Context: an optimization exercise on an open-source flow, tuned for small area, a short achievable clock period and few clock cycles. The choices shown serve that exercise and are no tape-out recipe. Function was checked by simulation only, so behaviour that the tests miss may differ from the original. No activity file was given, so power comes from the tool's default toggle rates.

`flow/design.v`:
```
module udp_rx_demux (
    input  wire        clk,
    input  wire        rst,
    input  wire        in_valid,
    output wire        in_ready,
    input  wire [7:0]  in_data,
    input  wire        in_last,
    output wire        out_valid,
    input  wire        out_ready,
    output wire [7:0]  out_data,
    output wire        out_last,
    output wire        ev_valid,
    output wire [2:0]  ev_kind,
    output wire [2:0]  ev_slot,
    output wire [15:0] ev_sport,
    output wire [15:0] ev_dport,
    output wire [15:0] ev_len,
    input  wire        bind_en,
    input  wire [2:0]  bind_slot,
    input  wire [15:0] bind_port,
    input  wire        deq_en,
    input  wire [2:0]  deq_slot
);
    localparam [47:0] LOCAL_MAC = 48'h52_54_00_12_34_56;
    localparam [31:0] LOCAL_IP  = 32'h0a_00_02_0f;
    localparam integer NSLOT     = 8;
    localparam [2:0]   MAX_QUEUE_LEN = 3'd4;
    localparam integer HDR_BYTES = 78;      
    localparam [2:0] EV_ENQUEUE        = 3'd0,
                     EV_UNRECOGNIZED   = 3'd1,
                     EV_ARP_REPLY      = 3'd2,
                     EV_ARP_SUPPRESSED = 3'd3,
                     EV_NO_PORT        = 3'd4,
                     EV_QUEUE_FULL     = 3'd5;
    localparam [2:0] S_RECV  = 3'd0,
                     S_PARSE = 3'd1,
                     S_PORTS = 3'd2,
                     S_LOOK  = 3'd3,
                     S_REPLY = 3'd4,
                     S_EVENT = 3'd5;
    reg [2:0]  state;
    reg [7:0]  buf_mem [0:HDR_BYTES-1];
    reg [15:0] cnt;             
    reg [15:0] flen;
    reg        arp_seen;
    reg [3:0]  uihl;            
    reg [2:0]  look;            
    reg [15:0] slot_port  [0:NSLOT-1];
    reg [2:0]  slot_count [0:NSLOT-1];
    reg [2:0]  e_kind, e_slot;
    reg [15:0] e_sport, e_dport, e_len;
    wire in_fire  = in_valid && in_ready;
    wire out_fire = out_valid && out_ready;
    wire [15:0] ethtype = {buf_mem[12], buf_mem[13]};
    wire [3:0]  ihl     = buf_mem[14][3:0];
    wire [31:0] udp_word [0:15];
    genvar g, k;
    generate
        for (g = 0; g < 16; g = g + 1) begin : g_word
            for (k = 0; k < 4; k = k + 1) begin : g_byte
                assign udp_word[g][31 - 8*k -: 8] =
                    (14 + 4*g + k < flen) ? buf_mem[14 + 4*g + k] : 8'h00;
            end
        end
    endgenerate
    reg [7:0] reply_byte;
    always @(*) begin
        case (cnt[5:0])
            6'd0:  reply_byte = buf_mem[6];
            6'd1:  reply_byte = buf_mem[7];
            6'd2:  reply_byte = buf_mem[8];
            6'd3:  reply_byte = buf_mem[9];
            6'd4:  reply_byte = buf_mem[10];
            6'd5:  reply_byte = buf_mem[11];
            6'd6:  reply_byte = LOCAL_MAC[47:40];
            6'd7:  reply_byte = LOCAL_MAC[39:32];
            6'd8:  reply_byte = LOCAL_MAC[31:24];
            6'd9:  reply_byte = LOCAL_MAC[23:16];
            6'd10: reply_byte = LOCAL_MAC[15:8];
            6'd11: reply_byte = LOCAL_MAC[7:0];
            6'd12: reply_byte = 8'h08;
            6'd13: reply_byte = 8'h06;
            6'd14: reply_byte = 8'h00;
            6'd15: reply_byte = 8'h01;
            6'd16: reply_byte = 8'h08;
            6'd17: reply_byte = 8'h00;
            6'd18: reply_byte = 8'h06;
            6'd19: reply_byte = 8'h04;
            6'd20: reply_byte = 8'h00;
            6'd21: reply_byte = 8'h02;
            6'd22: reply_byte = LOCAL_MAC[47:40];
            6'd23: reply_byte = LOCAL_MAC[39:32];
            6'd24: reply_byte = LOCAL_MAC[31:24];
            6'd25: reply_byte = LOCAL_MAC[23:16];
            6'd26: reply_byte = LOCAL_MAC[15:8];
            6'd27: reply_byte = LOCAL_MAC[7:0];
            6'd28: reply_byte = LOCAL_IP[31:24];
            6'd29: reply_byte = LOCAL_IP[23:16];
            6'd30: reply_byte = LOCAL_IP[15:8];
            6'd31: reply_byte = LOCAL_IP[7:0];
            6'd32: reply_byte = buf_mem[6];
            6'd33: reply_byte = buf_mem[7];
            6'd34: reply_byte = buf_mem[8];
            6'd35: reply_byte = buf_mem[9];
            6'd36: reply_byte = buf_mem[10];
            6'd37: reply_byte = buf_mem[11];
            6'd38: reply_byte = buf_mem[28];
            6'd39: reply_byte = buf_mem[29];
            6'd40: reply_byte = buf_mem[30];
            default: reply_byte = buf_mem[31];
        endcase
    end
    integer i;
    always @(posedge clk) begin
        if (rst) begin
            state    <= S_RECV;
            cnt      <= 16'd0;
            arp_seen <= 1'b0;
            for (i = 0; i < NSLOT; i = i + 1) begin
                slot_port[i]  <= 16'd0;
                slot_count[i] <= 3'd0;
            end
        end else begin
            case (state)
                S_RECV: if (in_fire) begin
                    if (cnt < 16'd78)
                        buf_mem[cnt[6:0]] <= in_data;
                    if (in_last) begin
                        flen  <= cnt + 16'd1;
                        cnt   <= 16'd0;
                        state <= S_PARSE;
                    end else begin
                        cnt <= cnt + 16'd1;
                    end
                end
                S_PARSE: begin
                    e_slot  <= 3'd0;
                    e_sport <= 16'd0;
                    e_dport <= 16'd0;
                    e_len   <= flen;
                    if (flen >= 16'd42 && ethtype == 16'h0806) begin
                        if (arp_seen) begin
                            e_kind <= EV_ARP_SUPPRESSED;
                            state  <= S_EVENT;
                        end else begin
                            arp_seen <= 1'b1;
                            e_kind   <= EV_ARP_REPLY;
                            cnt      <= 16'd0;
                            state    <= S_REPLY;
                        end
                    end else if (flen >= 16'd34 && ethtype == 16'h0800) begin
                        uihl  <= ihl;
                        state <= S_PORTS;
                    end else begin
                        e_kind <= EV_UNRECOGNIZED;
                        state  <= S_EVENT;
                    end
                end
                S_PORTS: begin
                    e_sport <= udp_word[uihl][31:16];
                    e_dport <= udp_word[uihl][15:0];
                    look    <= 3'd0;
                    state   <= S_LOOK;
                end
                S_LOOK: begin
                    if (slot_port[look] != 16'd0 && slot_port[look] == e_dport) begin
                        e_slot <= look;
                        if (slot_count[look] == MAX_QUEUE_LEN) begin
                            e_kind <= EV_QUEUE_FULL;
                        end else begin
                            e_kind <= EV_ENQUEUE;
                            slot_count[look] <= slot_count[look] + 3'd1;
                        end
                        state <= S_EVENT;
                    end else if (look == 3'd7) begin
                        e_kind <= EV_NO_PORT;
                        state  <= S_EVENT;
                    end else begin
                        look <= look + 3'd1;
                    end
                end
                S_REPLY: if (out_fire) begin
                    if (cnt == 16'd41) begin
                        cnt   <= 16'd0;
                        state <= S_EVENT;
                    end else begin
                        cnt <= cnt + 16'd1;
                    end
                end
                S_EVENT: begin
                    cnt   <= 16'd0;
                    state <= S_RECV;
                end
                default: state <= S_RECV;
            endcase
            if (deq_en && slot_count[deq_slot] != 3'd0)
                slot_count[deq_slot] <= slot_count[deq_slot] - 3'd1;
            if (bind_en) begin
                slot_port[bind_slot]  <= bind_port;
                slot_count[bind_slot] <= 3'd0;
            end
        end
    end
    assign in_ready  = (state == S_RECV);
    assign out_valid = (state == S_REPLY);
    assign out_data  = reply_byte;
    assign out_last  = (state == S_REPLY) && (cnt == 16'd41);
    assign ev_valid  = (state == S_EVENT);
    assign ev_kind   = e_kind;
    assign ev_slot   = e_slot;
    assign ev_sport  = e_sport;
    assign ev_dport  = e_dport;
    assign ev_len    = e_len;
endmodule
```
`flow/run.sh`:
```
#!/bin/bash
# synth_recipe.tcl (not shown) runs the flow's synth.tcl, then flattens the netlist and writes it again
# the make line also repeats each setting of config.mk as NAME=value (left out here)
make -C /OpenROAD-flow-scripts/flow DESIGN_CONFIG=/design/flow/config.mk WORK_HOME=/design/flow/orfs CLKGATE_MAP_FILE= SYNTH_SCRIPT=/design/flow/synth_recipe.tcl finish
```
`flow/config.mk`:
```
export PLATFORM = sky130hd
export DESIGN_NAME = udp_rx_demux
export DESIGN_NICKNAME = udp_rx_demux
export VERILOG_FILES = /design/flow/design.v
export SDC_FILE = /design/flow/constraint.sdc
export NUM_CORES = 4
export LEC_CHECK = 0
export CAP_MARGIN = 20
export CORE_MARGIN = 2
export CORE_UTILIZATION = 35
export PLACE_DENSITY = 0.55
export SLEW_MARGIN = 20
```
`flow/constraint.sdc`:
```
create_clock -name core_clock -period 6.0 [get_ports {clk}]
set_input_delay 1.2000 -clock core_clock [delete_from_list [all_inputs] [get_ports {clk}]]
set_output_delay 1.2000 -clock core_clock [all_outputs]
set_load 0.01 [all_outputs]
```
==> results.py <==
metrics = {
    "outcome": {
        "outcome": "timing/DRC/antenna clean",
    },
    "floorplan": {
        "die_area_mm2": 0.100,
        "io_pins": 103,
        "die_y_um": 317,
        "start_util": 0.354,
        "num_rows": 114,
        "core_mm2": 0.0969,
        "die-width_um": 317,
    },
    "worst_setup_path": {
        "cp_max_fo": 30,
        "critPathKind": "flop to output port",
        "reg2reg_setup_slack_ns": 1.74,
        "r2r_cells": 9,
        "crit_arrival_ns": 4.15,
        "worst_ep_required_time_ns": 4.80,
        "rr_endpoint": "e_sport[6]",
        "start_kind": "flop",
        "critPathMaxStageDelay_ns": 0.96,
        "cpMostUsedCell": "a311o_1",
        "path_cells": "nor2b_1 > and3_1 > a311o_1 > a21oi_1 > o211ai_1 > a311o_1 > mux2_2 > clkdlybuf4s50_1",
        "crit_slowest_cell": "dfxtp_1",
        "end_kind": "output port",
        "r2r_start": "flen[10]",
        "crit_family": "compound AO/OA/AOI/OAI gates",
        "path_buf_inv": 1,
    },
    "worst_hold_path": {
        "holdCritPathClass": "flop to flop",
        "holdPathStages": 0,
        "hold_end": "e_len[14]",
        "min_from": "flen[14]",
    },
    "synth": {
        "netlist.area_leader.share": 0.685,
        "synth_top_cells_by_count": "781 x edfxtp_1, 172 x nor2_1, 154 x nand2_1, 136 x and2_1, 105 x a21oi_1",
        "yosysMostFrequentCell": "edfxtp_1",
        "synth_enable_flop_cells": 781,
        "ys_seq_elements": 828,
        "yosys-top-cells-area": "edfxtp_1 68%, dfxtp_1 2.7%, and2_1 2.5%",
        "ys.flop_type": "edfxtp_1",
        "synth-seq-area-share": 0.712,
        "synth_area_leader_cell": "edfxtp_1",
        "syn-num-nets": 2385,
        "synth_cell_types": 76,
        "async_reset_ff_frac": 0,
        "synth_warnings": 1,
        "synthCells": 2338,
        "syn_area_mm2": 0.0343,
        "syn_avg_cell_area_um2": 14.7,
    },
    "cells_and_area": {
        "diodes": 0,
        "final_core_util": 0.409,
        "n_fill_cell": 8793,
        "area_growth_pct": 15.6,
        "nets": 2510,
        "layoutNonFillerInstCount": 3814,
        "drive_gt1_frac": 0.106,
        "fin_area_mm2": 0.0396,
    },
    "sta": {
        "drv_slew": 0,
        "holdWs_ns": 0.454,
        "layout_setup_ws_ns": 0.653,
        "finalSetupTns_ns": 0,
        "finalHoldViolations": 0,
        "finClkSkew_ns": 0.0326,
        "setup_viol_count_final": 0,
        "fmax_mhz": 187,
        "tightest_slew_ns": 1.16,
        "post-route-period-util": 0.891,
        "rsz0062_at_grt": "no",
        "maxSlewHeadroom": 0.227,
        "min_period_ns": 5.35,
    },
    "clocking": {
        "insertion_delay_ns": 0.67,
        "postCtsHoldBufs": 0,
        "clock_sinks": 828,
        "root_buffer": "clkbuf_16",
        "clk_pin_slew_ns": 0.06,
        "h-tree-depth": 3,
        "post-cts-setup-buffers": 0,
        "cts-resized-gates": 0,
        "numCtsBuffers": 87,
        "clock_path_buffers": 3,
        "cts_tree": "built",
    },
    "global_route": {
        "grt_usage": 0.197,
        "grt_pass1_vias": 21800,
        "gr-total-overflow": 0,
        "grt_max_degree": 73,
        "antenna_found_initial": 2,
        "grt_pass1_wl_um": 146000,
    },
    "power": {
        "power_mw": 12.4,
        "p_sw_mw": 2.77,
        "p_sw_frac": 0.223,
        "power.share.clock": 0.428,
        "p_seq_frac": 0.522,
        "ir_worst_vdd_mv": 0.211,
        "comb_power_share": 0.050,
        "p_per_area_mw_per_mm2": 314,
        "power.internal_mw": 9.67,
        "p_leak_nw": 12.5,
    },
    "route": {
        "wire_per_inst_um": 26.4,
        "drc": 0,
        "vias": 22000,
        "routed_wl_um": 101000,
        "antenna_left": 0,
        "drt_first_pass_iters": 8,
        "drtIter0Drc": 2663,
        "avgViaCountPerCell": 5.76,
    },
    "placed_design": {
        "place_congestion": 0.875,
        "port_buffers": 102,
        "pre_cts_ws_ns": 1.15,
        "place_inst": 3649,
        "dp_hpwl_um": 66200,
        "postPlaceCellArea_mm2": 0.0367,
    },
    "run": {
        "drv_cap": 0,
    },
}
## routing by layer
layer	vias to the layer above	GRT usage	wire length, um	share of wire
li1	9710	-	-	-
met1	11200	0.260	42000	0.42
met2	907	0.333	49200	0.49
met3	175	0.0335	6560	0.065
met4	0	0.0585	2890	0.029
met5	-	0	0	0
## area by class of cell
class	instances	area (um2)	share of cell area
clock buffer	105	2280	0.0575
clock inverter	59	539	0.0136
inverter	22	82.6	0.00209
multi-input combinational	1380	9400	0.237
sequential	828	24400	0.616
tap	1276	1600	0.0403
timing repair buffer	144	1300	0.0328
## worst reg2reg max path: stages, from the launching register on
cell and delay (ns):
edfxtp_1 0.38, or4_1 0.83, nor3_2 0.72, buf_4 0.30
or3_1 0.26, a21oi_1 0.24, a221oi_1 0.48, nand3_1 0.21
a2111oi_0 0.44, nor3_1 0.11
## how the worst max path moves through the flow
stage,start,to,slack [ns],depth (start not counted)
final,cnt[2],out_data[4],0.65,8
after global routing,cnt[2],out_data[4],0.48,8
after CTS,cnt[2],out_data[4],0.66,8
after detailed placement,deq_slot[2],slot_count[6][2],1.15,11
after global placement,deq_slot[2],slot_count[6][2],1.17,11
after floorplan,rst,e_dport[0],1.69,3
## state kept, by name (all words and copies together), names as in the netlist, 3 cells and up, named ones only
register and flops:
buf_mem 576, cnt 16, e_dport 16, e_kind 3
e_len 16, e_slot 3, e_sport 16, flen 16
look 3, slot_count 24, slot_port 128, state 3
uihl 4
## power by group through the flow
stage                     Clock (mW)  Combinational (mW)  Sequential [mW]
after floorplan                    0               0.297             6.58
after global placement             0               0.611             6.61
after detailed placement           0               0.620             6.62
after CTS                       5.41               0.622             6.50
after global routing            5.63               0.666             6.50
final                           5.33               0.620             6.50
## logic make-up (layout without fill, tap and decap cells)
logic type                 count (synthesis)  after routing  share of synthesized area
AOI/OAI and AO/OA                        577            577                      0.129
xor gates and xnor gates                  22             22                    0.00562
DFF                                      828            828                      0.712
buffers and inverters                    130            330                     0.0161
adders and majority gates                 10             10                    0.00365
and+or+nand+nor                          686            686                      0.102
muxes                                     85             85                     0.0319
## layout by cell type, fill, tap and decap left out, drive strengths merged, types with 18 or more instances in the layout
master | synthesis | final
nand3 | 64 | 64
mux4 | 18 | 18
a31oi | 22 | 22
edfxtp | 781 | 781
a311oi | 35 | 35
a222oi | 61 | 61
nand2 | 154 | 154
inv | 19 | 22
a22o | 35 | 35
nor2 | 173 | 173
buf | 29 | 50
a221oi | 72 | 72
mux2i | 54 | 54
dfxtp | 47 | 47
a21oi | 105 | 105
o21ai | 33 | 33
and2 | 137 | 137
clkinv | 3 | 46
and3 | 26 | 26
a22oi | 79 | 79
a211oi | 45 | 45
nor3 | 33 | 33
clkbuf | 79 | 105
clkdlybuf4s50 | 0 | 94
Testbench counts, summed over its fixed seeds: cycles 242,815.

## static timing again, ports no longer ideal
In the flow no input, the clock included, has a driving cell. The finished layout below was timed again as built, in two steps.
Step 1 (the two cells are an assumption about what drives the block):
set clk [get_ports {clk}]
set_driving_cell -lib_cell sky130_fd_sc_hd__clkbuf_16 $clk
set_driving_cell -lib_cell sky130_fd_sc_hd__buf_2 [delete_from_list [all_inputs] $clk]
Step 2 moves the port delays by t, midway between the first and last clock arrival at a register: inputs arrive t later, outputs are due t later. That takes back most of the time a late clock gives input paths.
Slacks: ideal / step 1 / step 2; pairs: ideal / step 1.
t (ns): 0.725
setup WS [ns]: 0.653 / 0.579 / 0.988
hold WS [ns]: 0.454 / 0.454 / 0.454
clock arrival spread, ns: 0.036 / 0.036
After both steps this run still meets setup and hold. For this run, drivers alone change the setup slack by -0.074 ns; drivers and shift together by +0.335 ns.
